Context: an optimization exercise on an open-source flow, tuned for small area. The choices shown serve that exercise and are no tape-out recipe.
The RTL was checked by simulation tests, not by an equivalence proof against the original design.
Power and IR drop assume default switching activity.

## flow/design.v

```verilog
module stepper_sequencer (
    input  wire        clk,
    input  wire        rst,           
    input  wire        cmd_valid,
    output wire        cmd_ready,
    input  wire [47:0] cmd,
    output wire        rsp_valid,
    output wire [39:0] rsp,
    output reg         ser_latch,
    output reg         ser_data,
    output reg         ser_clk,
    output wire [7:0]  duty_a1,
    output wire [7:0]  duty_b1,
    output wire [7:0]  duty_a2,
    output wire [7:0]  duty_b2,
    output wire        delay_req,
    output wire [31:0] delay_ms,
    input  wire        delay_ack
);
    localparam [2:0] S_IDLE = 3'd0;
    localparam [2:0] S_DIV  = 3'd1;    
    localparam [2:0] S_LOAD = 3'd2;    
    localparam [2:0] S_LOOP = 3'd3;    
    localparam [2:0] S_TX   = 3'd4;    
    localparam [2:0] S_RESP = 3'd5;
    localparam [2:0] S_P1   = 3'd6;    
    localparam [2:0] S_P3   = 3'd7;    
    localparam [2:0] O_NEW  = 3'd1;
    localparam [2:0] O_SET  = 3'd2;
    localparam [2:0] O_ONE  = 3'd3;
    localparam [2:0] O_STEP = 3'd4;
    localparam [2:0] O_REL  = 3'd5;
    localparam [2:0] O_LW   = 3'd6;
    localparam [25:0] SIXTY_MILLION = 26'd60000000;
    localparam [10:0] THOUSAND      = 11'd1000;
    reg [2:0]  st;
    reg [2:0]  op;
    reg [2:0]  rc;       
    reg        ps;       
    reg        dirb;     
    reg [1:0]  sty;      
    reg [31:0] imm;
    reg [3:0]  mcnt;     
    reg [4:0]  cnt;      
    reg [4:0]  ph;       
    reg        run;      
    reg        fp;       
    reg [26:0] sc;       
    reg        prev;     
    reg        cy;       
    reg        sub;      
    reg        bw;       
    reg        mdone;    
    reg        lw0, lw1, lw2, lw3, lw4, lw5, lw6, lw7;
    wire [7:0] lw = {lw7, lw6, lw5, lw4, lw3, lw2, lw1, lw0};
    reg        valid0, valid1;
    reg        nz0, nz1;
    reg [25:0] sq0, sq1;
    reg [25:0] us0, us1;
    reg [9:0]  rem0, rem1;
    reg        ovr;      
    reg [5:0]  pos0, pos1;
    reg [7:0]  da1, db1, da2, db2;
    wire [3:0] c_op   = cmd[47:44];
    wire [2:0] c_port = cmd[43:41];
    wire [2:0] c_dir  = cmd[40:38];
    wire [2:0] c_sty  = cmd[37:35];
    wire [2:0] c_rsv  = cmd[34:32];
    wire       z_hi   = ~|cmd[31:16];
    wire       z_imm  = z_hi & ~|cmd[15:0];
    wire       z_dsr  = ~|cmd[40:32];
    reg c_legal;
    always @(*) begin
        case (c_op)
            4'd1, 4'd2: c_legal = z_dsr;
            4'd3:       c_legal = (c_rsv == 3'd0) && z_imm;
            4'd4:       c_legal = (c_rsv == 3'd0);
            4'd5:       c_legal = z_dsr && z_imm;
            4'd6:       c_legal = (c_port == 3'd0) && z_dsr && z_hi;
            default:    c_legal = 1'b0;
        endcase
    end
    wire c_port_ok = (c_port == 3'd1) || (c_port == 3'd2);
    wire c_ps      = c_port[1];
    wire c_valid   = c_ps ? valid1 : valid0;
    wire c_nz      = c_ps ? nz1 : nz0;
    wire c_dir_ok  = (c_dir == 3'd1) || (c_dir == 3'd2);
    wire c_sty_ok  = c_sty[2] ? (c_sty[1:0] == 2'd0) : (c_sty[1:0] != 2'd0);
    wire c_motion  = (c_op == 4'd3) || (c_op == 4'd4);
    reg [2:0] c_rc;
    always @(*) begin
        if (!c_legal)                          c_rc = 3'd1;
        else if (c_op == 4'd6)                 c_rc = 3'd0;
        else if (!c_port_ok)                   c_rc = 3'd2;
        else if (c_op != 4'd1 && !c_valid)     c_rc = 3'd3;
        else if (c_motion && !c_dir_ok)        c_rc = 3'd4;
        else if (c_motion && !c_sty_ok)        c_rc = 3'd5;
        else if (c_op == 4'd2 && (!c_nz || z_imm)) c_rc = 3'd6;
        else                                   c_rc = 3'd0;
    end
    wire [5:0] curpos = ps ? pos1 : pos0;
    wire       remtap = ps ? rem1[0] : rem0[0];
    wire       micro  = (sty == 2'd0);
    wire       new_op = (op == O_NEW);
    wire s_div  = (st == S_DIV);
    wire s_load = (st == S_LOAD);
    wire first  = (cnt == 5'd0);
    wire c_le10 = ~cnt[4] & (~cnt[3] | (~cnt[2] & ~(cnt[1] & cnt[0])));    
    wire s_cor  = (st == S_LOOP) & run & c_le10;      
    wire m1k    = s_load | s_cor;                     
    wire act    = run | (ph == 5'd25);                
    wire a_end  = (cnt == 5'd10);                     
    wire p_end  = (cnt == 5'd26);                     
    wire sqtap  = ps ? sq1[0] : sq0[0];
    wire ustap  = ps ? us1[0] : us0[0];
    wire k60    = SIXTY_MILLION[ph];
    wire dbit   = s_load ? ustap : (new_op ? k60 : sqtap);
    wire c_le9  = c_le10 & ~(cnt[3] & cnt[1]);                              
    wire radd   = (st == S_TX) & (op == O_STEP) & c_le10;
    wire rsub   = (st == S_LOOP) & ovr & c_le10;
    wire remop  = radd | rsub;
    wire kbit   = THOUSAND[cnt[3:0]];
    wire ring0  = m1k ? sc[16] : sc[0];               
    wire a_bit  = remop ? (remtap & c_le9) : s_cor ? sc[16] : (first ? dbit : (prev & ~fp));
    wire dv_bit = m1k ? kbit : imm[0];
    wire b_bit  = radd ? sc[16] : rsub ? ~kbit : s_cor ? (dv_bit & ~sub) : (dv_bit ^ sub);
    wire c_in   = first ? (rsub | (sub & ~s_cor & ~radd)) : cy;
    wire s_bit  = a_bit ^ b_bit ^ c_in;
    wire c_out  = (a_bit & b_bit) | (a_bit & c_in) | (b_bit & c_in);
    wire q_bit  = ~s_bit & (m1k | ~(imm[0] | (|imm[31:27])));
    reg [4:0] ld_k;
    always @(*) begin
        case (sty)
            2'd3:    ld_k = 5'd1;
            2'd0:    ld_k = 5'd4;
            default: ld_k = 5'd0;
        endcase
    end
    wire       odd = curpos[3];
    wire       d1  = micro;
    wire       d8  = (sty == 2'd1 && odd) || (sty == 2'd2 && !odd) || (sty == 2'd3);
    wire       d16 = (sty == 2'd1 && !odd) || (sty == 2'd2 && odd);
    wire [5:0] delta = {1'b0, d16, d8, 2'b00, d1};
    wire [5:0] np = curpos + (delta ^ {6{dirb}}) + {5'd0, dirb};
    function [3:0] phase8;    
        input [2:0] k;
        begin
            case (k)
                3'd0: phase8 = 4'b0001;
                3'd1: phase8 = 4'b0011;
                3'd2: phase8 = 4'b0010;
                3'd3: phase8 = 4'b0110;
                3'd4: phase8 = 4'b0100;
                3'd5: phase8 = 4'b1100;
                3'd6: phase8 = 4'b1000;
                default: phase8 = 4'b1001;
            endcase
        end
    endfunction
    wire [3:0] set = (op == O_REL) ? 4'b0000 : phase8({np[5:4], micro | np[3]});
    wire [7:0] en_bits = ps ? {set[2], set[3], set[0], 4'b0000, set[1]}
                            : {3'b000, set[3], set[2], set[0], set[1], 1'b0};
    wire [7:0] pmask   = ps ? 8'hE1 : 8'h1E;
    wire [7:0] l_m     = rst ? 8'hFF : (op == O_LW) ? imm[15:8] : pmask;
    wire [7:0] l_v     = rst ? 8'h00 : (op == O_LW) ? imm[7:0]  : en_bits;
    function [7:0] curve;
        input [4:0] i;
        begin
            case (i)
                5'd0:  curve = 8'd0;
                5'd1:  curve = 8'd25;
                5'd2:  curve = 8'd50;
                5'd3:  curve = 8'd74;
                5'd4:  curve = 8'd98;
                5'd5:  curve = 8'd120;
                5'd6:  curve = 8'd141;
                5'd7:  curve = 8'd162;
                5'd8:  curve = 8'd180;
                5'd9:  curve = 8'd197;
                5'd10: curve = 8'd212;
                5'd11: curve = 8'd225;
                5'd12: curve = 8'd236;
                5'd13: curve = 8'd244;
                5'd14: curve = 8'd250;
                5'd15: curve = 8'd253;
                default: curve = 8'd255;
            endcase
        end
    endfunction
    wire       pwa  = (st == S_TX) & (cnt == 5'd27);
    wire       pwb  = (st == S_TX) & (cnt == 5'd28);
    wire       flip = curpos[4] ^ pwa;
    wire [4:0] cidx = flip ? (5'd16 - {1'b0, curpos[3:0]}) : {1'b0, curpos[3:0]};
    wire [7:0] dval = (rst || op == O_REL) ? 8'd0 : curve(cidx);
    wire ovr_c  = ~first & ovr;
    wire ovr_n  = kbit ? (s_bit & ovr_c) : (s_bit | ovr_c);
    wire mz     = (mcnt == 4'd0);
    wire i_dec  = ~micro | mz;           
    wire b_cur  = first ? i_dec : bw;
    wire n_zero = b_cur & ~imm[0];       
    wire main_more = ~mdone & ~n_zero;
    wire home   = (curpos == 6'd0) || (curpos == 6'd16);
    reg [1:0] tx_act;    
    reg       tx_val;
    always @(*) begin
        tx_act = 2'd3;
        tx_val = 1'b0;
        case (cnt)
            5'd0:  begin tx_act = 2'd0; tx_val = 1'b0; end
            5'd1:  begin tx_act = 2'd1; tx_val = 1'b0; end
            5'd26: begin tx_act = 2'd0; tx_val = 1'b1; end
            5'd2, 5'd5, 5'd8, 5'd11, 5'd14, 5'd17, 5'd20, 5'd23:
                   begin tx_act = 2'd2; tx_val = 1'b0; end
            5'd4, 5'd7, 5'd10, 5'd13, 5'd16, 5'd19, 5'd22, 5'd25:
                   begin tx_act = 2'd2; tx_val = 1'b1; end
            5'd3:  begin tx_act = 2'd1; tx_val = lw[7]; end
            5'd6:  begin tx_act = 2'd1; tx_val = lw[6]; end
            5'd9:  begin tx_act = 2'd1; tx_val = lw[5]; end
            5'd12: begin tx_act = 2'd1; tx_val = lw[4]; end
            5'd15: begin tx_act = 2'd1; tx_val = lw[3]; end
            5'd18: begin tx_act = 2'd1; tx_val = lw[2]; end
            5'd21: begin tx_act = 2'd1; tx_val = lw[1]; end
            5'd24: begin tx_act = 2'd1; tx_val = lw[0]; end
            default: begin tx_act = 2'd3; tx_val = 1'b0; end
        endcase
    end
    assign cmd_ready = (st == S_IDLE);
    assign rsp_valid = (st == S_RESP);
    assign delay_req = (st == S_P1) || (st == S_P3);
    wire [15:0] ms = {sc[0], sc[1], sc[2], sc[3], sc[4], sc[5], sc[6], sc[7],
                      sc[8], sc[9], sc[10], sc[11], sc[12], sc[13], sc[14], sc[15]};
    assign delay_ms  = (st == S_P3) ? 32'd1 : {16'd0, ms};
    wire [1:0] r_status = (rc == 3'd0) ? 2'd0 : (rc == 3'd6) ? 2'd2 : 2'd1;
    wire [2:0] r_cause  = (rc == 3'd6) ? 3'd1 : rc;
    wire       r_pos    = (op == O_ONE) && (rc == 3'd0);
    assign rsp = {r_status, r_cause, 29'd0, r_pos ? curpos : 6'd0};
    assign duty_a1 = da1;
    assign duty_b1 = db1;
    assign duty_a2 = da2;
    assign duty_b2 = db2;
    always @(posedge clk) begin
        if (rst) begin
            st        <= S_IDLE;
        end else begin
            case (st)
                S_IDLE: if (cmd_valid) begin
                    if (c_rc != 3'd0)
                        st <= S_RESP;
                    else case (c_op)
                        4'd1, 4'd2: st <= S_DIV;
                        4'd4:       st <= S_LOAD;
                        default:    st <= S_TX;
                    endcase
                end
                S_DIV: if (p_end && ph == 5'd0) st <= S_RESP;
                S_LOAD: if (p_end && ph == ld_k) st <= S_LOOP;
                S_LOOP: if (cnt == 5'd31) begin
                    if (main_more || (micro && !home)) st <= S_TX;
                    else st <= S_RESP;
                end
                S_TX: begin
                    if (cnt == 5'd26 && op == O_LW) st <= S_RESP;
                    if (cnt == 5'd28) st <= (op == O_STEP) ? S_P1 : S_RESP;
                end
                S_P1: if (delay_ack) st <= ovr ? S_P3 : S_LOOP;
                S_P3: if (delay_ack) st <= S_LOOP;
                default: st <= S_IDLE;    
            endcase
        end
    end
    wire s_tx  = (st == S_TX);
    wire lw_en = rst | (s_tx & first);
    wire pv   = ~rst & tx_val;
    always @(posedge clk) begin
        if (lw_en & l_m[0]) lw0 <= l_v[0];
        if (lw_en & l_m[1]) lw1 <= l_v[1];
        if (lw_en & l_m[2]) lw2 <= l_v[2];
        if (lw_en & l_m[3]) lw3 <= l_v[3];
        if (lw_en & l_m[4]) lw4 <= l_v[4];
        if (lw_en & l_m[5]) lw5 <= l_v[5];
        if (lw_en & l_m[6]) lw6 <= l_v[6];
        if (lw_en & l_m[7]) lw7 <= l_v[7];
        if (rst | (s_tx & (tx_act == 2'd0))) ser_latch <= pv;
        if (rst | (s_tx & (tx_act == 2'd1))) ser_data  <= pv;
        if (rst | (s_tx & (tx_act == 2'd2))) ser_clk   <= pv;
        if (rst | (pwa & ~ps)) da1 <= dval;
        if (rst | (pwa &  ps)) da2 <= dval;
        if (rst | (pwb & ~ps)) db1 <= dval;
        if (rst | (pwb &  ps)) db2 <= dval;
        if (rst | (s_div & new_op & ~ps)) valid0 <= ~rst;
        if (rst | (s_div & new_op &  ps)) valid1 <= ~rst;
    end
    wire acc_ok = (st == S_IDLE) && cmd_valid && (c_rc == 3'd0);
    wire sq_w   = s_div & new_op & p_end;
    wire us_w   = s_div & (new_op | p_end);
    wire rem_en = s_div | (remop & c_le9);
    wire rem_in = ~s_div & s_bit;
    wire pos_en = (s_div && new_op) || ((st == S_TX) && first && (op == O_ONE || op == O_STEP));
    wire [5:0] pos_d = s_div ? 6'd0 : np;
    wire nz_en  = acc_ok && (c_op == 4'd1);
    wire us_bit = ~new_op & q_bit;
    wire sc_hi_en = (act & (s_div | (m1k & c_le10))) | radd;
    wire sc_lo_en = act & (s_div | (s_load & a_end));
    wire imm_lo_en = (st == S_IDLE) || (st == S_LOOP) || (s_div & act);
    wire imm_hi_en = (st == S_IDLE) || (st == S_LOOP);
    always @(posedge clk) begin
        ph  <= (rst | (ph == 5'd0)) ? 5'd25 : ph - 5'd1;
        sq0 <= {(sq_w & ~ps) ? q_bit : sq0[0], sq0[25:1]};
        sq1 <= {(sq_w &  ps) ? q_bit : sq1[0], sq1[25:1]};
        us0 <= {(us_w & ~ps) ? us_bit : us0[0], us0[25:1]};
        us1 <= {(us_w &  ps) ? us_bit : us1[0], us1[25:1]};
    end
    always @(posedge clk) begin
        if ((s_div | s_load) ? (act & ~p_end) : (st == S_TX || st == S_LOOP))
            cnt <= cnt + 5'd1;
        else
            cnt <= 5'd0;
        if (st == S_IDLE) begin
            run <= 1'b0;
            fp  <= 1'b1;
        end else if (s_div | s_load) begin
            if (ph == 5'd25) run <= 1'b1;
            if (p_end) fp <= 1'b0;
        end else if ((st == S_LOOP) & a_end)
            run <= 1'b0;
        prev <= ring0;
        cy   <= c_out;
        if ((s_div & p_end) | (s_load & a_end))
            sub <= ~s_bit;
        else if (st == S_IDLE)
            sub <= 1'b1;
        if (sc_hi_en) sc[26:16] <= {radd ? sc[16] : s_bit, sc[26:17]};
        if (st == S_IDLE)
            ovr <= 1'b0;
        else if (radd)
            ovr <= ovr_n;
        else if (rsub & (cnt == 5'd10))
            ovr <= 1'b0;
        if (sc_lo_en) sc[15:0]  <= {s_div ? sc[16] : q_bit, sc[15:1]};
        if (imm_lo_en)
            imm[26:0] <= (st == S_IDLE) ? cmd[26:0]
                       : {(s_div ? imm[0] : imm[27]), imm[26:1]};
        if (imm_hi_en)
            imm[31:27] <= (st == S_IDLE) ? cmd[31:27]
                        : {imm[0] ^ b_cur, imm[31:28]};
        bw <= b_cur & ~imm[0];
        if (st == S_IDLE) begin
            op    <= c_op[2:0];
            rc    <= c_rc;
            ps    <= c_ps;
            dirb  <= c_dir[1];
            sty   <= c_sty[1:0];
            mcnt  <= 4'd0;
            mdone <= 1'b0;
        end else if (st == S_LOOP && cnt == 5'd31) begin
            if (micro && main_more) mcnt <= mcnt - 4'd1;
            if (!main_more) mdone <= 1'b1;
        end
        if (nz_en) begin
            if (c_ps) nz1 <= ~z_imm; else nz0 <= ~z_imm;
        end
        if (rem_en) begin
            if (ps) rem1 <= {rem_in, rem1[9:1]}; else rem0 <= {rem_in, rem0[9:1]};
        end
        if (pos_en) begin
            if (ps) pos1 <= pos_d; else pos0 <= pos_d;
        end
    end
endmodule
```

## flow/flow/run.sh

```bash
#!/bin/bash
# Own layout flow: the standard ORFS flow, with
#  - synthesis by the standard flow's own script (synth_recipe.tcl, unchanged), except that
#    ABC maps the logic with an area-oriented script (flow/area.abc); ABC runs
#    after the flip-flops are mapped, so the registers are those of the
#    standard synthesis; the adder cells are left to ABC too (no ADDER_MAP_FILE),
#  - port buffers of the smallest buffer cell (every port still gets its buffer),
#  - one tie cell per constant instead of one per constant load,
#  - a clock tree without dummy loads, built from clkbuf_4 clusters of at most 8 sinks.
# The full make output goes to run_make.log in the work folder; ORFS's own
# per-step logs stay under orfs/logs.
set -euo pipefail
W=$(pwd)
{
  cat <<EOF
proc abc {args} {
  set i [lsearch -exact \$args -script]
  if { \$i >= 0 } { lset args [expr {\$i + 1}] $W/flow/area.abc }
  yosys abc {*}\$args
}
EOF
  cat "$W/synth_recipe.tcl"
} > "$W/own_synth.tcl"
CTS="-sink_clustering_enable -repair_clock_nets -dont_use_dummy_load -buf_list sky130_fd_sc_hd__clkbuf_4 -sink_clustering_size 8 -sink_clustering_max_diameter 40"
bash standard.sh \
  "SYNTH_SCRIPT=$W/own_synth.tcl" \
  "BUFFER_PORTS_ARGS=-buffer_cell sky130_fd_sc_hd__buf_1" \
  "CTS_ARGS=$CTS" \
  SKIP_REPAIR_TIE_FANOUT=1 \
  ADDER_MAP_FILE= \
  finish > run_make.log 2>&1
```

## flow/constraint.sdc

```tcl
create_clock -name core_clock -period 22.0 [get_ports {clk}]
set_input_delay 4.4000 -clock core_clock [delete_from_list [all_inputs] [get_ports {clk}]]
set_output_delay 4.4000 -clock core_clock [all_outputs]
set_load 0.01 [all_outputs]
```

## flow/flow/area.abc

```
strash
&get -n
&deepsyn -J 50
&put
dch -f
amap -m
topo
```

## flow/standard.sh

```bash
#!/bin/bash
# synth_recipe.tcl (not shown) runs the flow's synth.tcl, then flattens the netlist and writes it again
# the make line also repeats each setting of config.mk as NAME=value (left out here)
make -C /OpenROAD-flow-scripts/flow DESIGN_CONFIG=/design/flow/config.mk WORK_HOME=/design/flow/orfs CLKGATE_MAP_FILE= SYNTH_SCRIPT=/design/flow/synth_recipe.tcl "${@:-finish}"
```

## flow/config.mk

```make
export PLATFORM = sky130hd
export DESIGN_NAME = stepper_sequencer
export DESIGN_NICKNAME = stepper_sequencer
export VERILOG_FILES = /design/flow/design.v
export SDC_FILE = /design/flow/constraint.sdc
export NUM_CORES = 4
export LEC_CHECK = 0
export CAP_MARGIN = 20
export CORE_MARGIN = 2
export CORE_UTILIZATION = 65
export PLACE_DENSITY = 0.75
export SLEW_MARGIN = 20
```

==> results of run 1 <==
[routing by layer]
metal | vias to the layer above | GRT usage [%] | routed length (microns)
li1 | 3377 | - | -
met1 | 3292 | 32.57 | 8997
met2 | 287 | 43.25 | 10130
met3 | 41 | 4.666 | 1364
met4 | 0 | 8.792 | 488
met5 | - | 0 | 0
[worst register-to-register path, cell delays in order (launching register included)]
cell      delay, ps
edfxtp_1        320
buf_4           250
clkinv_1        550
o22ai_1         830
clkinv_1        350
nor2_1          320
nor2_1          110
o21ai_0         580
clkinv_1        320
nor4_1          420
nor4_1          120
nor2_1          150
o21ai_0         140
o21a_1          200
nor2_1          290
[flip-flops by register name, indices dropped and copies added, names as in the netlist, 5 cells and up]
signal,flops
cnt,5
us1,26
us0,26
sq1,26
sc,27
rem1,10
rem0,10
pos0,6
imm,32
da2,8
sq0,26
da1,8
db2,8
pos1,6
db1,8
ph,5
[cell usage in the layout (no fill, tap or decap), types with 3 or more instances in the layout]
cell type / count
buf_1: 116
o22ai_1: 19
a31oi_1: 17
o21ai_1: 4
o22a_1: 30
clkbuf_4: 44
o21ai_0: 40
nor3_1: 25
nand2_1: 44
o31ai_1: 3
dfxtp_1: 128
o32ai_1: 3
a21oi_1: 43
clkinv_1: 64
nor2_1: 147
nor4_1: 10
a22oi_1: 7
buf_4: 8
or2_0: 12
and2_0: 3
or3_1: 5
o21a_1: 5
edfxtp_1: 149
nand3_1: 8
nor2b_1: 17
or4_1: 11
a221oi_1: 4
a211oi_1: 11
[power by group through the flow]
| stage | Combinational (mW) | Clock, mW | Sequential [mW] |
|---|---|---|---|
| 3_3_place_gp | 0.423 | 0 | 0.755 |
| 4_1_cts | 0.444 | 0.250 | 0.749 |
| 6_report | 0.449 | 0.241 | 0.748 |
| 3_5_place_dp | 0.442 | 0 | 0.759 |
| 2_1_floorplan | 0.303 | 0 | 0.755 |
| 5_1_grt | 0.495 | 0.270 | 0.760 |
[Yosys cell counts, types with 17 or more instances]
cell / instances
o22ai_1: 19
buf_4: 45
dfxtp_1: 128
a31oi_1: 17
nor2_1: 148
o21ai_0: 44
clkinv_1: 64
o22a_1: 30
nand2_1: 44
nor2b_1: 17
a21oi_1: 43
nor3_1: 26
edfxtp_1: 149
[through the flow]
stage / instance area, sq um / std cells / setup slack [ps] / power, mW
after floorplan: 10230 / 876 / 14640 / 1.058
after global placement: 10660 / 1166 / 14330 / 1.178
after detailed placement: 10660 / 1166 / 14220 / 1.201
after CTS: 10990 / 1210 / 14840 / 1.442
after global routing: 11000 / 1211 / 14620 / 1.524
final: 11000 / 1211 / 14780 / 1.438
[cells by family after synthesis]
kind of cell | count (synthesis)
and+or+nand+nor | 289
DFF | 277
buffers and inverters | 109
AOI/OAI and AO/OA | 200
other | 1
[how the worst max path moves through the flow]
stage	end	slack, ps	depth (start not counted)	startpoint
CTS	rsp[0]	14840	5	ps
global route	rsp[0]	14620	5	ps
global placement	nz1	14330	11	cmd[16]
floorplan	nz0	14640	10	cmd[21]
finish	rsp[0]	14780	5	ps
detailed placement	nz1	14220	11	cmd[21]
[cell type report]
class | instances | area (sq um)
clock buffer | 44 | 330.3
antenna | 1 | 2.502
multi-input combinational | 490 | 2628
timing repair buffer | 124 | 495.5
sequential | 277 | 7037
inverter | 64 | 240.2
tap | 211 | 264.0
fill | 1122 | 4318
==> implementation parameters, run 1 <==
Parameter                              Value

Synth
  Fraction of post-synthesis cell area in the top cell type by area ... 43.74%
  Yosys warns ... 1
  Area share of xor/xnor cells in the synthesized design ... 0%
  Fraction of the mapped netlist area in simple logic gates ... 12.74%
  Compound-gate portion of the synthesized area ... 12.78%
  Proportion of synthesized area in mux cells ... 0%
  Share of synthesized registers carrying an async set or reset ... 0%
  Unique cell type count in the Yosys netlist ... 40
  Post-synthesis net count ... 928
  EDFF count, synth ... 149
  Cell area after synthesis ... 10,230 sq um
  Cells after synthesis ... 876
  Per-instance average area after synthesis ... 11.68 sq um
  Synthesized flop and latch total ... 277
  Largest family of logic cells by synthesized area ... compound AO/OA/AOI/OAI gates
  Ranking of synthesized cells by area ... edfxtp_1, dfxtp_1, nor2_1, buf_4, o22a_1
  Cell taking the most area after synthesis ... edfxtp_1
  Main flop type after synthesis ... edfxtp_1
  Sequential fraction of the synthesis area ... 68.79%
  Post-Synth Adder-Cell Area ... 0%

Layout
  Share of layout cells above drive strength 1 ... 5.405%
  Core Util, Final ... 71.81%
  Fin nets ... 1,053
  Layout area overhead ... 7.498%

Min path
  Class of the most critical hold timing path ... flip-flop to flip-flop
  Number of instances on the worst hold path ... 0
  Endpoint of the worst hold-timing path ... us0[1]
  Launch instance of the worst min-delay path ... us0[2]

Global route
  Number of global-route vias before repair ... 6,742
  Overall Global Routing Usage ... 25.22%
  Pin count of the biggest net entering global routing ... 54
  Total overflow reported by the global router ... 0
  First-pass GRT wire length ... 32,910 microns
  Number of antenna violations at the first check in global routing ... 1

Clock tree
  Clock network latency to the later pin of the worst-skew pair ... 640 ps
  Deepest level of the CTS H-tree ... 2
  Clock-pin transition on the worst setup and hold timing paths ... 80 ps
  Total clock buffers created by CTS ... 44
  Post-CTS setup-driven buffer insertion count ... 0
  CTS root buffer ... clkbuf_4
  CTS sink cnt ... 277
  Post_cts resized ... 0
  Number of hold-repair buffers added at the cts stage ... 0
  CTS Buffer Depth ... 3
  CTS tree ... built

Setup path
  Largest driver fanout on the critical path ... 18
  Worst path buffer plus inverter count ... 3
  Required time of the worst setup path ... 17,600 ps
  Worst path arrival time ... 2820 ps
  Worst Setup Start Kind ... flip-flop
  Crit. End Element ... primary output
  Startpoint of the most critical register-to-register path ... ps
  Worst Reg-to-Reg Cells ... 14
  End of the worst register-to-register path ... da1[0]
  Cell with the largest stage delay on the worst path ... o22ai_1
  R2R Setup Slk ... 16,860 ps
  Category of the most critical setup path ... flip-flop to primary output
  Maximum cell stage delay along the critical path ... 830 ps
  Kind of cell with the highest combined delay on the critical path ... buffers and inverters
  Critical Path, Cell by Cell ... buf_4, clkinv_1, o22ai_1, nor2_1, buf_1

Job
  Max Cap Viol ... 0

Drt
  Vias after detailed routing ... 6,997
  Number of optimization iterations in the first detailed-route pass ... 5
  Post-detailed-route count of antenna-violating nets ... 0
  Post-DR wirelength/cell ... 17.33 microns
  Residual DRC ... 0
  Final WL ... 20,990 microns
  Via density per instance ... 5.778
  Iteration-0 DRC Markers ... 582

Power
  Clk network pwr share ... 16.7%
  Pwr/cell area ... 130.8 nW/um^2
  Power Internal ... 933.7 uW
  Maximum vdd ir drop ... 0.06818 mV
  Fraction of power consumed by combinational cells ... 31.2%
  Leak ... 3.766 nW
  Net switching component of the power ... 504.5 uW
  Share of power burned in registers ... 52.0%
  Switching part of the total ... 35.08%

Timing
  Final count of hold timing violations ... 0
  Measured slew at the worst slew-check pin ... 1053 ps
  Slew Viols, Final ... 0
  Hold slack ... 298.3 ps
  Final worst path period share ... 32.81%
  Unrepaired setup endpoints after global routing ... no
  Total negative setup slack ... 0 ps
  Final worst path period need ... 7218 ps
  Setup Skew ... 64.38 ps
  Relative slew slack ... 29.41%
  Maximum clock frequency ... 0.1385 GHz
  Number of setup violations in the final report ... 0

Floorplan
  DIE HEIGHT ... 129.5 microns
  Die Outline Area ... 16,760 sq um
  Die W ... 129.5 microns
  Ports placed on the boundary ... 162
  Initial core utilization ... 66.80%
  Core outline area ... 15,310 sq um
  Standard-cell rows ... 45

Run status
  Status ... complete, no violations

Placed design
  Detailed placement HPWL ... 15,030 microns
  RePlAce Congestion ... 0.9778
  Count of input and output buffers ... 116
==> inputs of run 2 (changes only) <==
--- a/flow/flow/run.sh
+++ b/flow/flow/run.sh
@@ -6,7 +6,7 @@
 #    standard synthesis; the adder cells are left to ABC too (no ADDER_MAP_FILE),
 #  - port buffers of the smallest buffer cell (every port still gets its buffer),
 #  - one tie cell per constant instead of one per constant load,
-#  - a clock tree without dummy loads, built from clkbuf_4 clusters of at most 8 sinks.
+#  - a clock tree without dummy loads, built from clkbuf_16 clusters of at most 30 sinks.
 # The full make output goes to run_make.log in the work folder; ORFS's own
 # per-step logs stay under orfs/logs.
 set -euo pipefail
@@ -21,7 +21,7 @@
 EOF
   cat "$W/synth_recipe.tcl"
 } > "$W/own_synth.tcl"
-CTS="-sink_clustering_enable -repair_clock_nets -dont_use_dummy_load -buf_list sky130_fd_sc_hd__clkbuf_4 -sink_clustering_size 8 -sink_clustering_max_diameter 40"
+CTS="-sink_clustering_enable -repair_clock_nets -dont_use_dummy_load -buf_list sky130_fd_sc_hd__clkbuf_16 -sink_clustering_size 30 -sink_clustering_max_diameter 80"
 bash standard.sh \
   "SYNTH_SCRIPT=$W/own_synth.tcl" \
   "BUFFER_PORTS_ARGS=-buffer_cell sky130_fd_sc_hd__buf_1" \
==> run 2 against run 1 <==
Net effect: clock power rose by 3%; synthesized cell count did not move; largest cell class unchanged; clock skew fell by 33 ps; die area did not move; core utilization barely moved; critical path type is now input port to flip-flop; clock-buffer cell count fell by 31; hold slack improved by 27 ps; flip-flop and latch count did not move; critical path depth rose by 6; critical endpoint is now nz1.
==> implementation parameters, run 2 <==
Parameter                              Value

Drt
  Iteration-0 DRC Markers ... 622 (was 582)
  Final WL ... 21,090 microns (was 20,990 microns)
  Residual DRC ... 0 (unchanged)
  Via density per instance ... 5.879 (was 5.778)
  Number of optimization iterations in the first detailed-route pass ... 5 (unchanged)
  Post-DR wirelength/cell ... 17.89 microns (was 17.33 microns)
  Vias after detailed routing ... 6,931 (was 6,997)
  Post-detailed-route count of antenna-violating nets ... 0 (unchanged)

Clock tree
  CTS tree ... built (unchanged)
  CTS Buffer Depth ... 3 (unchanged)
  Total clock buffers created by CTS ... 13 (was 44)
  CTS root buffer ... clkbuf_16 (was clkbuf_4)
  Post_cts resized ... 0 (unchanged)
  Clock network latency to the later pin of the worst-skew pair ... 480 ps (was 640 ps)
  Deepest level of the CTS H-tree ... 1 (was 2)
  CTS sink cnt ... 277 (unchanged)
  Number of hold-repair buffers added at the cts stage ... 0 (unchanged)
  Clock-pin transition on the worst setup and hold timing paths ... 100 ps (was 80 ps)
  Post-CTS setup-driven buffer insertion count ... 0 (unchanged)

Floorplan
  Standard-cell rows ... 45 (unchanged)
  Ports placed on the boundary ... 162 (unchanged)
  DIE HEIGHT ... 129.5 microns (unchanged)
  Die Outline Area ... 16,760 sq um (unchanged)
  Core outline area ... 15,310 sq um (unchanged)
  Initial core utilization ... 66.80% (unchanged)
  Die W ... 129.5 microns (unchanged)

Layout
  Core Util, Final ... 71.76% (was 71.81%)
  Fin nets ... 1,022 (was 1,053)
  Most frequent cells in the layout ... edfxtp_1, nor2_1, dfxtp_1 (unchanged)
  Area of the multi-input gates ... 2628 sq um (unchanged)
  Share of layout cells above drive strength 1 ... 2.376% (was 5.405%)
  Leading cell type in the layout, fill and taps excluded ... edfxtp_1 (unchanged)
  Layout area overhead ... 7.424% (was 7.498%)
  Layout filler cell count ... 1,104 (was 1,122)
  Register bank with the most flops ... imm (unchanged)
  Register area ... 7037 sq um (unchanged)
  Antenna diodes ... 0 (was 1)
  Biggest registers after layout ... imm x32, sc x27 (unchanged)
  Largest register FFs ... 32 (unchanged)

Setup path
  Worst path arrival time ... 7510 ps (was 2820 ps)
  Largest driver fanout on the critical path ... 4 (was 18)
  Category of the most critical setup path ... input port to flip-flop (was flip-flop to primary output)
  Worst Setup Start Kind ... input port (was flip-flop)
  Crit. End Element ... flip-flop (was primary output)
  Required time of the worst setup path ... 22,190 ps (was 17,600 ps)

Power
  Pwr/cell area ... 131.8 nW/um^2 (was 130.8 nW/um^2)
  Net switching component of the power ... 499.5 uW (was 504.5 uW)
  Leak ... 3.724 nW (was 3.766 nW)
  Share of power burned in registers ... 51.7% (was 52.0%)
  Clk network pwr share ... 17.2% (was 16.7%)
  Maximum vdd ir drop ... 0.1010 mV (was 0.06818 mV)
  Power Internal ... 948.5 uW (was 933.7 uW)
  Fraction of power consumed by combinational cells ... 31.1% (was 31.2%)
  Switching part of the total ... 34.50% (was 35.08%)

Synth
  Unique cell type count in the Yosys netlist ... 40 (unchanged)
  Cell area after synthesis ... 10,230 sq um (unchanged)
  Post-synthesis net count ... 928 (unchanged)
  Top-count cell post-synth ... edfxtp_1 (unchanged)
  Share of synthesized registers carrying an async set or reset ... 0% (unchanged)
  Per-instance average area after synthesis ... 11.68 sq um (unchanged)
  Main flop type after synthesis ... edfxtp_1 (unchanged)
  Synthesized flop and latch total ... 277 (unchanged)
  Cell taking the most area after synthesis ... edfxtp_1 (unchanged)
  Sequential fraction of the synthesis area ... 68.79% (unchanged)
  Fraction of post-synthesis cell area in the top cell type by area ... 43.74% (unchanged)
  Yosys warns ... 1 (unchanged)
  Commonest cells in the synthesized netlist ... edfxtp_1, nor2_1, dfxtp_1, clkinv_1, buf_4 (unchanged)
  Ranking of synthesized cells by area ... edfxtp_1, dfxtp_1, nor2_1, buf_4, o22a_1 (unchanged)
  EDFF count, synth ... 149 (unchanged)
  Cells after synthesis ... 876 (unchanged)

Run status
  Status ... complete, no violations (unchanged)

Timing
  Final count of hold timing violations ... 0 (unchanged)
  Final worst path period need ... 7319 ps (was 7218 ps)
  Unrepaired setup endpoints after global routing ... no (unchanged)
  Setup Skew ... 31.18 ps (was 64.38 ps)
  Relative slew slack ... 29.34% (was 29.41%)
  Total negative setup slack ... 0 ps (unchanged)
  Slew Viols, Final ... 0 (unchanged)
  Measured slew at the worst slew-check pin ... 1054 ps (was 1053 ps)
  Maximum clock frequency ... 0.1366 GHz (was 0.1385 GHz)
  Number of setup violations in the final report ... 0 (unchanged)
  Final worst path period share ... 33.27% (was 32.81%)

Placed design
  Count of input and output buffers ... 116 (unchanged)
  RePlAce Congestion ... 0.9778 (unchanged)
  Detailed placement HPWL ... 15,030 microns (unchanged)

Global route
  First-pass GRT wire length ... 32,730 microns (was 32,910 microns)
  Pin count of the biggest net entering global routing ... 54 (unchanged)
  Overall Global Routing Usage ... 24.90% (was 25.22%)
  Number of antenna violations at the first check in global routing ... 0 (was 1)
  Total overflow reported by the global router ... 0 (unchanged)
  Number of global-route vias before repair ... 6,570 (was 6,742)

Job
  Max Cap Viol ... 0 (unchanged)

Min path
  Class of the most critical hold timing path ... flip-flop to flip-flop (unchanged)
-- run 2: cells by family after synthesis --
| group | after synthesis | synth area share (%) |
|---|---|---|
| DFF | 277 | 68.79 |
| buffers and inverters | 109 | 5.651 |
| other | 1 | 0.03666 |
| and+or+nand+nor | 289 | 12.74 |
| AOI/OAI and AO/OA | 200 | 12.78 |
-- run 2: worst paths after layout --
| path | from | end | slack, ps | cells past startpoint |
|---|---|---|---|---|
| worst max-delay path | cmd[21] | nz1 | 14680 | 11 |
| worst max register to register | ps | da1[0] | 16750 | 16 |
| worst min register to register | sq0[16] | sq0[15] | 330 | 0 |
| worst min-delay path | sq0[16] | sq0[15] | 330 | 0 |
-- run 2: stage by stage --
step / hold slack [ps] / std cells / total power, mW / cell area (sq um) / setup slack (ps)
after CTS: 335.7 / 1179 / 1.450 / 10990 / 14730
final: 325.4 / 1179 / 1.448 / 10990 / 14680
after global routing: 338.0 / 1179 / 1.525 / 10990 / 14470
after global placement: 310.6 / 1166 / 1.178 / 10660 / 14330
after detailed placement: 312.1 / 1166 / 1.201 / 10660 / 14220
after floorplan: 309.6 / 876 / 1.058 / 10230 / 14640
-- run 2: critical path, stage by stage --
cell      delay [ps]
buf_1             80
or4_1            510
or4_1            640
nor3_1           360
clkinv_1         180
o21ai_0          180
a31oi_1          140
o21bai_1         200
or3b_1           440
nand4b_1         220
nor2_1           160
-- run 2: area by class of cell --
| type | count | area share (%) |
|---|---|---|
| clock buffer | 13 | 2.960 |
| sequential | 277 | 64.03 |
| timing repair buffer | 124 | 4.509 |
| multi-input combinational | 490 | 23.91 |
| tap | 211 | 2.402 |
| inverter | 64 | 2.186 |
-- run 2: routing by layer --
metal	global-route usage, %	up-vias	share of wire [%]
li1	-	3310	-
met1	32.72	3258	42
met2	44.40	317	49
met3	2.890	46	6.3
met4	6.578	0	2.3
met5	0	-	0
-- run 2: power groups by stage --
| stage | Sequential (mW) | Clock, mW | Combinational, mW |
|---|---|---|---|
| 2_1_floorplan | 0.755 | 0 | 0.303 |
| 3_3_place_gp | 0.755 | 0 | 0.423 |
| 3_5_place_dp | 0.759 | 0 | 0.442 |
| 4_1_cts | 0.749 | 0.255 | 0.446 |
| 5_1_grt | 0.760 | 0.268 | 0.497 |
| 6_report | 0.749 | 0.249 | 0.450 |
==> inputs of run 3 (changes only) <==
--- a/flow/design.v
+++ b/flow/design.v
@@ -44,6 +44,7 @@
     reg [4:0]  cnt;      
     reg [4:0]  ph;       
     reg        run;      
+    reg [4:0]  ip;       
     reg        fp;       
     reg [26:0] sc;       
     reg        prev;     
@@ -106,9 +107,9 @@
     wire s_load = (st == S_LOAD);
     wire first  = (cnt == 5'd0);
     wire c_le10 = ~cnt[4] & (~cnt[3] | (~cnt[2] & ~(cnt[1] & cnt[0])));    
-    wire s_cor  = (st == S_LOOP) & run & c_le10;      
+    wire loop_act = (cnt != 5'd0) | (ip == 5'd0);
+    wire s_cor  = (st == S_LOOP) & loop_act & run & c_le10;    
     wire m1k    = s_load | s_cor;                     
-    wire act    = run | (ph == 5'd25);                
     wire a_end  = (cnt == 5'd10);                     
     wire p_end  = (cnt == 5'd26);                     
     wire sqtap  = ps ? sq1[0] : sq0[0];
@@ -117,7 +118,7 @@
     wire dbit   = s_load ? ustap : (new_op ? k60 : sqtap);
     wire c_le9  = c_le10 & ~(cnt[3] & cnt[1]);                              
     wire radd   = (st == S_TX) & (op == O_STEP) & c_le10;
-    wire rsub   = (st == S_LOOP) & ovr & c_le10;
+    wire rsub   = (st == S_LOOP) & loop_act & ovr & c_le10;
     wire remop  = radd | rsub;
     wire kbit   = THOUSAND[cnt[3:0]];
     wire ring0  = m1k ? sc[16] : sc[0];               
@@ -224,7 +225,8 @@
             default: begin tx_act = 2'd3; tx_val = 1'b0; end
         endcase
     end
-    assign cmd_ready = (st == S_IDLE);
+    wire   acc_go    = cmd_valid & (ph == 5'd0);
+    assign cmd_ready = (st == S_IDLE) & (ph == 5'd0);
     assign rsp_valid = (st == S_RESP);
     assign delay_req = (st == S_P1) || (st == S_P3);
     wire [15:0] ms = {sc[0], sc[1], sc[2], sc[3], sc[4], sc[5], sc[6], sc[7],
@@ -243,7 +245,7 @@
             st        <= S_IDLE;
         end else begin
             case (st)
-                S_IDLE: if (cmd_valid) begin
+                S_IDLE: if (acc_go) begin
                     if (c_rc != 3'd0)
                         st <= S_RESP;
                     else case (c_op)
@@ -290,7 +292,7 @@
         if (rst | (s_div & new_op & ~ps)) valid0 <= ~rst;
         if (rst | (s_div & new_op &  ps)) valid1 <= ~rst;
     end
-    wire acc_ok = (st == S_IDLE) && cmd_valid && (c_rc == 3'd0);
+    wire acc_ok = (st == S_IDLE) && acc_go && (c_rc == 3'd0);
     wire sq_w   = s_div & new_op & p_end;
     wire us_w   = s_div & (new_op | p_end);
     wire rem_en = s_div | (remop & c_le9);
@@ -299,10 +301,11 @@
     wire [5:0] pos_d = s_div ? 6'd0 : np;
     wire nz_en  = acc_ok && (c_op == 4'd1);
     wire us_bit = ~new_op & q_bit;
-    wire sc_hi_en = (act & (s_div | (m1k & c_le10))) | radd;
-    wire sc_lo_en = act & (s_div | (s_load & a_end));
-    wire imm_lo_en = (st == S_IDLE) || (st == S_LOOP) || (s_div & act);
-    wire imm_hi_en = (st == S_IDLE) || (st == S_LOOP);
+    wire sc_hi_en = s_div | (s_load & c_le10) | s_cor | radd;
+    wire sc_lo_en = s_div | (s_load & a_end);
+    wire bdec = (st == S_LOOP) & loop_act & b_cur;
+    wire [31:0] imm_rot = {s_div ? imm[27] : (imm[0] ^ bdec), imm[31:28],
+                           s_div ? imm[0] : imm[27], imm[26:1]};
     always @(posedge clk) begin
         ph  <= (rst | (ph == 5'd0)) ? 5'd25 : ph - 5'd1;
         sq0 <= {(sq_w & ~ps) ? q_bit : sq0[0], sq0[25:1]};
@@ -311,17 +314,18 @@
         us1 <= {(us_w &  ps) ? us_bit : us1[0], us1[25:1]};
     end
     always @(posedge clk) begin
-        if ((s_div | s_load) ? (act & ~p_end) : (st == S_TX || st == S_LOOP))
+        if ((s_div | s_load) ? ~p_end : ((st == S_TX) || ((st == S_LOOP) & loop_act)))
             cnt <= cnt + 5'd1;
         else
             cnt <= 5'd0;
+        ip <= (st == S_IDLE) ? 5'd0 : ip + 5'd1;
         if (st == S_IDLE) begin
             run <= 1'b0;
             fp  <= 1'b1;
         end else if (s_div | s_load) begin
-            if (ph == 5'd25) run <= 1'b1;
+            if (s_load) run <= 1'b1;
             if (p_end) fp <= 1'b0;
-        end else if ((st == S_LOOP) & a_end)
+        end else if ((st == S_LOOP) & loop_act & a_end)
             run <= 1'b0;
         prev <= ring0;
         cy   <= c_out;
@@ -337,12 +341,7 @@
         else if (rsub & (cnt == 5'd10))
             ovr <= 1'b0;
         if (sc_lo_en) sc[15:0]  <= {s_div ? sc[16] : q_bit, sc[15:1]};
-        if (imm_lo_en)
-            imm[26:0] <= (st == S_IDLE) ? cmd[26:0]
-                       : {(s_div ? imm[0] : imm[27]), imm[26:1]};
-        if (imm_hi_en)
-            imm[31:27] <= (st == S_IDLE) ? cmd[31:27]
-                        : {imm[0] ^ b_cur, imm[31:28]};
+        imm <= (st == S_IDLE) ? cmd[31:0] : imm_rot;
         bw <= b_cur & ~imm[0];
         if (st == S_IDLE) begin
             op    <= c_op[2:0];
--- a/flow/flow/run.sh
+++ b/flow/flow/run.sh
@@ -6,7 +6,7 @@
 #    standard synthesis; the adder cells are left to ABC too (no ADDER_MAP_FILE),
 #  - port buffers of the smallest buffer cell (every port still gets its buffer),
 #  - one tie cell per constant instead of one per constant load,
-#  - a clock tree without dummy loads, built from clkbuf_16 clusters of at most 30 sinks.
+#  - a clock tree without dummy loads, built from clkbuf_8 clusters of at most 14 sinks.
 # The full make output goes to run_make.log in the work folder; ORFS's own
 # per-step logs stay under orfs/logs.
 set -euo pipefail
@@ -21,7 +21,7 @@
 EOF
   cat "$W/synth_recipe.tcl"
 } > "$W/own_synth.tcl"
-CTS="-sink_clustering_enable -repair_clock_nets -dont_use_dummy_load -buf_list sky130_fd_sc_hd__clkbuf_16 -sink_clustering_size 30 -sink_clustering_max_diameter 80"
+CTS="-sink_clustering_enable -repair_clock_nets -dont_use_dummy_load -buf_list sky130_fd_sc_hd__clkbuf_8 -sink_clustering_size 14 -sink_clustering_max_diameter 60"
 bash standard.sh \
   "SYNTH_SCRIPT=$W/own_synth.tcl" \
   "BUFFER_PORTS_ARGS=-buffer_cell sky130_fd_sc_hd__buf_1" \
==> run 3 against run 2 <==
Net effect: wire length is 5.0% lower; sequential power is 0.5% higher; cell area is 0.99% lower; combinational power is 7.6% higher; area after synthesis is 1.0% lower; hold slack worse by 4.7 ps; final cell count is 1.9% higher; flip-flop and latch count is 5 higher; clock-buffer cell count is 11 higher; critical path depth is 7 lower; global-route usage is 0.43 points lower; clock skew is 25 ps higher; critical endpoint is now rsp[3]; largest cell class unchanged.
==> implementation parameters, run 3 <==
Parameter                              Value

Run status
  Status ... complete, no violations (unchanged)

Clock tree
  CTS root buffer ... clkbuf_8 (was clkbuf_16)
  Deepest level of the CTS H-tree ... 1 (unchanged)
  CTS sink cnt ... 282 (was 277)
  Clock-pin transition on the worst setup and hold timing paths ... 90 ps (was 100 ps)
  Clock network latency to the later pin of the worst-skew pair ... 540 ps (was 480 ps)
  Post-CTS setup-driven buffer insertion count ... 0 (unchanged)
  CTS tree ... built (unchanged)
  CTS Buffer Depth ... 3 (unchanged)
  Total clock buffers created by CTS ... 24 (was 13)
  Number of hold-repair buffers added at the cts stage ... 0 (unchanged)
  Post_cts resized ... 0 (unchanged)

Global route
  Number of global-route vias before repair ... 6,419 (was 6,570)
  Number of antenna violations at the first check in global routing ... 0 (unchanged)
  First-pass GRT wire length ... 32,130 microns (was 32,730 microns)
  Total overflow reported by the global router ... 0 (unchanged)
  Pin count of the biggest net entering global routing ... 56 (was 54)
  Overall Global Routing Usage ... 24.48% (was 24.90%)

Min path
  Number of instances on the worst hold path ... 0 (unchanged)
  Launch instance of the worst min-delay path ... us0[6] (was sq0[16])
  Class of the most critical hold timing path ... flip-flop to flip-flop (unchanged)
  Endpoint of the worst hold-timing path ... us0[5] (was sq0[15])

Layout
  Most frequent cells in the layout ... dfxtp_1, nor2_1, edfxtp_1 (was edfxtp_1, nor2_1, dfxtp_1)
  Register bank with the most flops ... imm (unchanged)
  Share of layout cells above drive strength 1 ... 3.653% (was 2.376%)
  Antenna diodes ... 0 (unchanged)
  Largest register FFs ... 32 (unchanged)
  Leading cell type in the layout, fill and taps excluded ... dfxtp_1 (was edfxtp_1)
  Biggest registers after layout ... imm x32, sc x27 (unchanged)
  Post-layout instance area ... 10,880 sq um (was 10,990 sq um)
  Fin nets ... 1,067 (was 1,022)
  Layout area overhead ... 7.464% (was 7.424%)

Timing
  Measured slew at the worst slew-check pin ... 1009 ps (was 1054 ps)
  Relative slew slack ... 32.03% (was 29.34%)
  Final count of hold timing violations ... 0 (unchanged)
  Hold slack ... 320.7 ps (was 325.4 ps)
  Post-route worst setup slack ... 14,580 ps (was 14,680 ps)
  Total negative setup slack ... 0 ps (unchanged)
  Slew Viols, Final ... 0 (unchanged)
  Maximum clock frequency ... 0.1347 GHz (was 0.1366 GHz)
  Number of setup violations in the final report ... 0 (unchanged)
  Final worst path period share ... 33.74% (was 33.27%)
  Unrepaired setup endpoints after global routing ... no (unchanged)
  Final worst path period need ... 7423 ps (was 7319 ps)
  Setup Skew ... 56.42 ps (was 31.18 ps)

Setup path
  Required time of the worst setup path ... 17,600 ps (was 22,190 ps)
  Worst Reg-to-Reg Cells ... 21 (was 16)
  Worst path arrival time ... 3020 ps (was 7510 ps)
  Category of the most critical setup path ... flip-flop to primary output (was input port to flip-flop)
  Crit. End Element ... primary output (was flip-flop)
  R2R Setup Slk ... 16,550 ps (was 16,750 ps)
  Startpoint of the most critical register-to-register path ... ps (unchanged)
  End of the worst register-to-register path ... lw5 (was da1[0])
  Worst Setup Start Kind ... flip-flop (was input port)
  Largest driver fanout on the critical path ... 18 (was 4)

Power
  Pwr/cell area ... 136.3 nW/um^2 (was 131.8 nW/um^2)
  Total power draw ... 1.483 mW (was 1.448 mW)
  Leak ... 3.792 nW (was 3.724 nW)
  Maximum vdd ir drop ... 0.1075 mV (was 0.1010 mV)

Synth
  Sequential fraction of the synthesis area ... 67.33% (was 68.79%)
  EDFF count, synth ... 117 (was 149)
  Cell taking the most area after synthesis ... edfxtp_1 (unchanged)
  Cells after synthesis ... 907 (was 876)
  Post-synthesis net count ... 959 (was 928)
  Share of synthesized registers carrying an async set or reset ... 0% (unchanged)
  Commonest cells in the synthesized netlist ... dfxtp_1, nor2_1, edfxtp_1, clkinv_1, nand2_1 (was edfxtp_1, nor2_1, dfxtp_1, clkinv_1, buf_4)
  Fraction of post-synthesis cell area in the top cell type by area ... 34.70% (was 43.74%)
  Yosys warns ... 1 (unchanged)
  Cell area after synthesis ... 10,120 sq um (was 10,230 sq um)
  Unique cell type count in the Yosys netlist ... 46 (was 40)
  Synthesized flop and latch total ... 282 (was 277)
  Per-instance average area after synthesis ... 11.16 sq um (was 11.68 sq um)
  Ranking of synthesized cells by area ... edfxtp_1, dfxtp_1, nor2_1, buf_4, o22a_1 (unchanged)
  Main flop type after synthesis ... dfxtp_1 (was edfxtp_1)

Floorplan
  Die Outline Area ... 16,590 sq um (was 16,760 sq um)
  Die W ... 128.8 microns (was 129.5 microns)
  Standard-cell rows ... 45 (unchanged)
  Core outline area ... 15,200 sq um (was 15,310 sq um)
  DIE HEIGHT ... 128.8 microns (was 129.5 microns)
  Initial core utilization ... 66.60% (was 66.80%)
  Ports placed on the boundary ... 162 (unchanged)

Placed design
  Cell Area, Placed ... 10,550 sq um (was 10,660 sq um)
  Post-Place Worst Slack ... 14,060 ps (was 14,220 ps)
  Detailed placement HPWL ... 14,330 microns (was 15,030 microns)
  RePlAce Congestion ... 0.9091 (was 0.9778)
  Count of input and output buffers ... 116 (unchanged)

Drt
  Number of optimization iterations in the first detailed-route pass ... 5 (unchanged)
  Residual DRC ... 0 (unchanged)
  Post-DR wirelength/cell ... 16.69 microns (was 17.89 microns)
  Vias after detailed routing ... 6,949 (was 6,931)
  Iteration-0 DRC Markers ... 580 (was 622)
  Final WL ... 20,050 microns (was 21,090 microns)
  Via density per instance ... 5.786 (was 5.879)
  Post-detailed-route count of antenna-violating nets ... 0 (unchanged)

Job
  Max Cap Viol ... 0 (unchanged)
## run 3: cell families after synthesis
| family | Yosys count | synth area share (%) |
|---|---|---|
| simple gates | 315 | 13.96 |
| flops | 282 | 67.33 |
| compound gates | 195 | 12.78 |
| buf+inv | 114 | 5.895 |
| other cells | 1 | 0.03704 |
## run 3: power by group
group | internal (mW) | switching, mW
Sequential | 0.699 | 0.0540
Clock | 0.0976 | 0.148
Combinational | 0.160 | 0.324
## run 3: critical path, cell delays in order, from the launching register on
cell	delay [ps]
edfxtp_1	770
clkinv_1	640
o22ai_1	780
nor2_1	130
buf_1	160
## run 3: layout make-up
cell class                 instances  area, sq um
clock buffer                      24        330.3
timing repair buffer             127        518.0
tap                              188        235.2
sequential                       282         6817
inverter                          69        259.0
multi-input combinational        511         2721
fill                            1131         4322
## run 3: worst max path at each step
stage,start,to,slack [ps],cells after the start
after floorplan,st[2],cmd_ready,13330,5
after detailed placement,cmd[17],nz1,14060,10
after CTS,ps,rsp[3],14540,4
after global routing,ps,rsp[0],14330,4
after global placement,cmd[17],nz1,14150,10
final,ps,rsp[3],14580,4
## run 3: per-stage QoR
step,util [%],cells
CTS,71.56,1201
global placement,69.38,1177
detailed placement,69.38,1177
finish,71.57,1201
global route,71.57,1201
floorplan,-,907
## run 3: routing by layer
metal | GRT usage, % | wire length, microns | vias to the layer above
met5 | 0 | 0 | -
met4 | 6.266 | 296 | 0
met3 | 3.909 | 1390 | 23
met2 | 39.56 | 9101 | 299
met1 | 35.10 | 9261 | 3226
li1 | - | - | 3401
==> inputs of run 4 (changes only) <==
--- a/flow/design.v
+++ b/flow/design.v
@@ -44,7 +44,7 @@
     reg [4:0]  cnt;      
     reg [4:0]  ph;       
     reg        run;      
-    reg [4:0]  ip;       
+    reg        lp;       
     reg        fp;       
     reg [26:0] sc;       
     reg        prev;     
@@ -107,7 +107,7 @@
     wire s_load = (st == S_LOAD);
     wire first  = (cnt == 5'd0);
     wire c_le10 = ~cnt[4] & (~cnt[3] | (~cnt[2] & ~(cnt[1] & cnt[0])));    
-    wire loop_act = (cnt != 5'd0) | (ip == 5'd0);
+    wire loop_act = lp | (cnt == 5'd0);
     wire s_cor  = (st == S_LOOP) & loop_act & run & c_le10;    
     wire m1k    = s_load | s_cor;                     
     wire a_end  = (cnt == 5'd10);                     
@@ -130,11 +130,12 @@
     wire c_out  = (a_bit & b_bit) | (a_bit & c_in) | (b_bit & c_in);
     wire q_bit  = ~s_bit & (m1k | ~(imm[0] | (|imm[31:27])));
     reg [4:0] ld_k;
+    reg [4:0] ld_c;
     always @(*) begin
         case (sty)
-            2'd3:    ld_k = 5'd1;
-            2'd0:    ld_k = 5'd4;
-            default: ld_k = 5'd0;
+            2'd3:    begin ld_k = 5'd1; ld_c = 5'd3;  end
+            2'd0:    begin ld_k = 5'd4; ld_c = 5'd18; end
+            default: begin ld_k = 5'd0; ld_c = 5'd30; end
         endcase
     end
     wire       odd = curpos[3];
@@ -256,7 +257,7 @@
                 end
                 S_DIV: if (p_end && ph == 5'd0) st <= S_RESP;
                 S_LOAD: if (p_end && ph == ld_k) st <= S_LOOP;
-                S_LOOP: if (cnt == 5'd31) begin
+                S_LOOP: if (lp && cnt == 5'd31) begin
                     if (main_more || (micro && !home)) st <= S_TX;
                     else st <= S_RESP;
                 end
@@ -314,11 +315,13 @@
         us1 <= {(us_w &  ps) ? us_bit : us1[0], us1[25:1]};
     end
     always @(posedge clk) begin
-        if ((s_div | s_load) ? ~p_end : ((st == S_TX) || ((st == S_LOOP) & loop_act)))
-            cnt <= cnt + 5'd1;
-        else
+        if (s_div | s_load)
+            cnt <= ~p_end ? cnt + 5'd1 : (s_load & (ph == ld_k)) ? ld_c : 5'd0;
+        else if ((st == S_IDLE) || (st == S_RESP))
             cnt <= 5'd0;
-        ip <= (st == S_IDLE) ? 5'd0 : ip + 5'd1;
+        else
+            cnt <= cnt + 5'd1;
+        lp <= (st == S_LOOP) & loop_act & (cnt != 5'd31);
         if (st == S_IDLE) begin
             run <= 1'b0;
             fp  <= 1'b1;
@@ -351,7 +354,7 @@
             sty   <= c_sty[1:0];
             mcnt  <= 4'd0;
             mdone <= 1'b0;
-        end else if (st == S_LOOP && cnt == 5'd31) begin
+        end else if (st == S_LOOP && lp && cnt == 5'd31) begin
             if (micro && main_more) mcnt <= mcnt - 4'd1;
             if (!main_more) mdone <= 1'b1;
         end
==> run 4 against run 3 <==
Net effect: still clean; core utilization fell by 0.54 points; sequential power fell by 27%; clock power fell by 3%; area after synthesis down 1.4%; critical path depth up 9; sequential share of layout area increased by 0.20 points; critical endpoint is now nz1.
==> implementation parameters, run 4 <==
Parameter                              Value

Timing
  Final worst path period need ... 7679 ps (was 7423 ps)
  Hold slack ... 307.4 ps (was 320.7 ps)
  Relative slew slack ... 32.54% (was 32.03%)
  Slew Viols, Final ... 0 (unchanged)
  Setup Skew ... 48.41 ps (was 56.42 ps)
  Total negative setup slack ... 0 ps (unchanged)
  Number of setup violations in the final report ... 0 (unchanged)
  Final count of hold timing violations ... 0 (unchanged)
  Unrepaired setup endpoints after global routing ... no (unchanged)
  Final worst path period share ... 34.91% (was 33.74%)
  Measured slew at the worst slew-check pin ... 986.4 ps (was 1009 ps)
  Maximum clock frequency ... 0.1302 GHz (was 0.1347 GHz)

Placed design
  RePlAce Congestion ... 0.9774 (was 0.9091)
  Count of input and output buffers ... 116 (unchanged)
  Detailed placement HPWL ... 14,560 microns (was 14,330 microns)

Synth
  Fraction of post-synthesis cell area in the top cell type by area ... 35.19% (was 34.70%)
  Synthesized flop and latch total ... 278 (was 282)
  Cell area after synthesis ... 9985 sq um (was 10,120 sq um)
  Unique cell type count in the Yosys netlist ... 45 (was 46)
  Ranking of synthesized cells by area ... edfxtp_1, dfxtp_1, nor2_1, clkinv_1, buf_4 (was edfxtp_1, dfxtp_1, nor2_1, buf_4, o22a_1)
  Per-instance average area after synthesis ... 11.13 sq um (was 11.16 sq um)
  Main flop type after synthesis ... dfxtp_1 (unchanged)
  Share of synthesized registers carrying an async set or reset ... 0% (unchanged)
  Sequential fraction of the synthesis area ... 67.47% (was 67.33%)
  Yosys warns ... 1 (unchanged)
  Cell taking the most area after synthesis ... edfxtp_1 (unchanged)
  Top-count cell post-synth ... dfxtp_1
  Commonest cells in the synthesized netlist ... dfxtp_1, nor2_1, edfxtp_1, clkinv_1, o21ai_0 (was dfxtp_1, nor2_1, edfxtp_1, clkinv_1, nand2_1)
  Cells after synthesis ... 897 (was 907)
  Post-synthesis net count ... 949 (was 959)
  EDFF count, synth ... 117 (unchanged)

Layout
  Fin nets ... 1,056 (was 1,067)
  Register bank with the most flops ... imm (unchanged)
  Most frequent cells in the layout ... dfxtp_1, nor2_1, edfxtp_1 (unchanged)
  Layout filler cell count ... 1,136 (was 1,131)
  Core Util, Final ... 71.04% (was 71.57%)
  Share of layout cells above drive strength 1 ... 3.593% (was 3.653%)
  Biggest registers after layout ... imm x32, sc x27 (unchanged)
  Antenna diodes ... 0 (unchanged)
  Leading cell type in the layout, fill and taps excluded ... dfxtp_1 (unchanged)
  Layout area overhead ... 7.356% (was 7.464%)
  Largest register FFs ... 32 (unchanged)

Clock tree
  Clock network latency to the later pin of the worst-skew pair ... 540 ps (about the same)
  Total clock buffers created by CTS ... 23 (was 24)
  Deepest level of the CTS H-tree ... 1 (unchanged)
  CTS tree ... built (unchanged)
  Number of hold-repair buffers added at the cts stage ... 0 (unchanged)
  CTS Buffer Depth ... 3 (unchanged)
  Clock-pin transition on the worst setup and hold timing paths ... 80 ps (was 90 ps)
  Post-CTS setup-driven buffer insertion count ... 0 (unchanged)
  CTS sink cnt ... 278 (was 282)
  CTS root buffer ... clkbuf_8 (unchanged)
  Post_cts resized ... 0 (unchanged)

Floorplan
  DIE HEIGHT ... 127.9 microns (was 128.8 microns)
  Die Outline Area ... 16,370 sq um (was 16,590 sq um)
  Die W ... 127.9 microns (was 128.8 microns)
  Standard-cell rows ... 45 (unchanged)
  Ports placed on the boundary ... 162 (unchanged)
  Initial core utilization ... 66.17% (was 66.60%)
  Core outline area ... 15,090 sq um (was 15,200 sq um)

Setup path
  Start point of the critical path ... cmd[13] (was ps)
  Category of the most critical setup path ... input port to flip-flop (was flip-flop to primary output)
  R2R Setup Slk ... 16,660 ps (was 16,550 ps)
  Worst path arrival time ... 7890 ps (was 3020 ps)
  Worst Reg-to-Reg Cells ... 20 (was 21)
  Worst Setup Start Kind ... input port (was flip-flop)
  Crit. End Element ... flip-flop (was primary output)
  Startpoint of the most critical register-to-register path ... ps (unchanged)
  Capturing instance or port of the critical path ... nz1 (was rsp[3])
  Maximum cell stage delay along the critical path ... 580 ps (was 780 ps)
  Critical Path, Cell by Cell ... buf_1, or4_1, or4_1, or4_1, nand2b_1, nor2_1, a311oi_1, a311o_1, o21bai_1, or3b_1, nor2_1, nand4_1, nor2_1 (was clkinv_1, o22ai_1, nor2_1, buf_1)
  Largest driver fanout on the critical path ... 4 (was 18)
  End of the worst register-to-register path ... lw2 (was lw5)
  Required time of the worst setup path ... 22,210 ps (was 17,600 ps)
  Cell with the largest stage delay on the worst path ... or4_1 (was o22ai_1)

Drt
  Iteration-0 DRC Markers ... 619 (was 580)
  Post-detailed-route count of antenna-violating nets ... 0 (unchanged)
  Via density per instance ... 5.765 (was 5.786)
  Post-DR wirelength/cell ... 16.70 microns (was 16.69 microns)
  Vias after detailed routing ... 6,860 (was 6,949)
  Number of optimization iterations in the first detailed-route pass ... 4 (was 5)
  Final WL ... 19,880 microns (was 20,050 microns)
  Residual DRC ... 0 (unchanged)

Run status
  Status ... complete, no violations (unchanged)

Job
  Max Cap Viol ... 0 (unchanged)

Power
  Total power draw ... 837.8 uW (was 1.483 mW)
  Net switching component of the power ... 182.2 uW (was 526.4 uW)
  Maximum vdd ir drop ... 0.06967 mV (was 0.1075 mV)
  Power Internal ... 655.5 uW (was 956.4 uW)
  Clk network pwr share ... 28.5% (was 16.6%)
  Fraction of power consumed by combinational cells ... 5.7% (was 32.6%)
  Leak ... 3.705 nW (was 3.792 nW)
  Pwr/cell area ... 78.16 nW/um^2 (was 136.3 nW/um^2)
  Switching part of the total ... 21.75% (was 35.50%)
  Share of power burned in registers ... 65.8% (was 50.8%)

Global route
  Number of global-route vias before repair ... 6,325 (was 6,419)
  Overall Global Routing Usage ... 24.64% (was 24.48%)
  First-pass GRT wire length ... 31,820 microns (was 32,130 microns)
  Pin count of the biggest net entering global routing ... 54 (was 56)
  Number of antenna violations at the first check in global routing ... 0 (unchanged)
  Total overflow reported by the global router ... 0 (unchanged)

Min path
  Number of instances on the worst hold path ... 0 (unchanged)
  Class of the most critical hold timing path ... flip-flop to flip-flop (unchanged)
  Launch instance of the worst min-delay path ... us0[22] (was us0[6])
[run 4: cell types whose count changed after synthesis, moves of 5 or more]
cell / previous run / this run
clkinv_1: 69 / 94
nor2_1: 165 / 147
o22a_1: 34 / 19
nand2_1: 49 / 39
o21ai_0: 40 / 49
a31oi_1: 17 / 9
o22ai_1: 20 / 27
o32ai_1: 2 / 7
[run 4: through the flow]
stage	std cells	worst slack [ps]	instance area, sq um
floorplan	897	14080	9985
CTS	1189	14370	10710
finish	1190	14320	10720
detailed placement	1166	13820	10400
global route	1190	14200	10720
global placement	1166	13910	10400
[run 4: power groups by stage]
stage                     registers (mW)  logic [mW]  clock network, mW
after floorplan                    0.565      0.0335                  0
after global placement             0.563      0.0469                  0
after detailed placement           0.563      0.0477                  0
after CTS                          0.551      0.0478              0.244
after global routing               0.553      0.0537              0.263
final                              0.551      0.0481              0.238
[run 4: metal layers]
| metal | vias to the layer above | GRT usage, % | part of all wire [%] |
|---|---|---|---|
| met5 | - | 0 | 0 |
| met2 | 286 | 39.76 | 45 |
| li1 | 3349 | - | - |
| met3 | 45 | 4.090 | 7.2 |
| met1 | 3180 | 34.62 | 45 |
| met4 | 0 | 7.822 | 2.8 |
[run 4: cell families (layout without fill, tap and decap cells)]
group	after synthesis	after routing	share of synthesized area, %
compound gates	202	202	13.12
buf+inv	139	244	6.917
flops	278	278	67.47
other cells	1	1	0.03756
simple gates	277	277	12.46
[run 4: cell type report]
cell class,instances,area [sq um],area share [%]
clock buffers,23,316.6,2.953
well taps,188,235.2,2.194
repair buffers,127,515.5,4.809
flip-flops and latches,278,6736,62.85
multi-input cells,480,2562,23.91
inverters,94,352.8,3.292
[run 4: worst max-delay path: cells and delay by family]
family                 cells  cell delay (ps)
AND/OR/NAND/NOR            9             2770
buffers and inverters      1              100
AO/OA/AOI/OAI              3              620
[run 4: how the worst min path moves through the flow]
stage / to / slack, ps
after CTS: us0[21] / 310
after global routing: us0[21] / 320
final: us0[21] / 310
after detailed placement: us1[4] / 310
after global placement: sq0[1] / 310
after floorplan: sq0[0] / 310

==> port drivers added, routing unchanged <==
The flow's constraints put no driver on any port. The routed layouts listed below were extracted and timed again, unchanged, in two steps.
Step 1, drivers: a clkbuf_16 drives clk and a buf_2 each remaining input, both assumed.
Step 2 adds t to the input delays and takes it off the output delays; t is the mean of the earliest and latest rising clock arrival at the registers after step 1. Input paths then give back, and output paths get back, about the clock's delay inside the block.
a / b / c = ideal / step 1 / step 2; a / b = the first two.
| run | t (ns) | setup slack, ns | latest minus earliest clock arrival (ns) |
|---|---|---|---|
| run 1 | 0.642 | 14.782 / 14.744 / 14.229 | 0.065 / 0.064 |
| run 2 | 0.504 | 14.681 / 14.704 / 14.199 | 0.033 / 0.033 |
| run 3 | 0.550 | 14.577 / 14.540 / 14.085 | 0.060 / 0.060 |
| run 4 | 0.552 | 14.321 / 14.339 / 13.787 | 0.050 / 0.050 |
After both steps setup and hold are still met in every run listed. The setup slack of run 1, which loses most, moves by -0.038 ns with the drivers and by -0.553 ns with both steps.
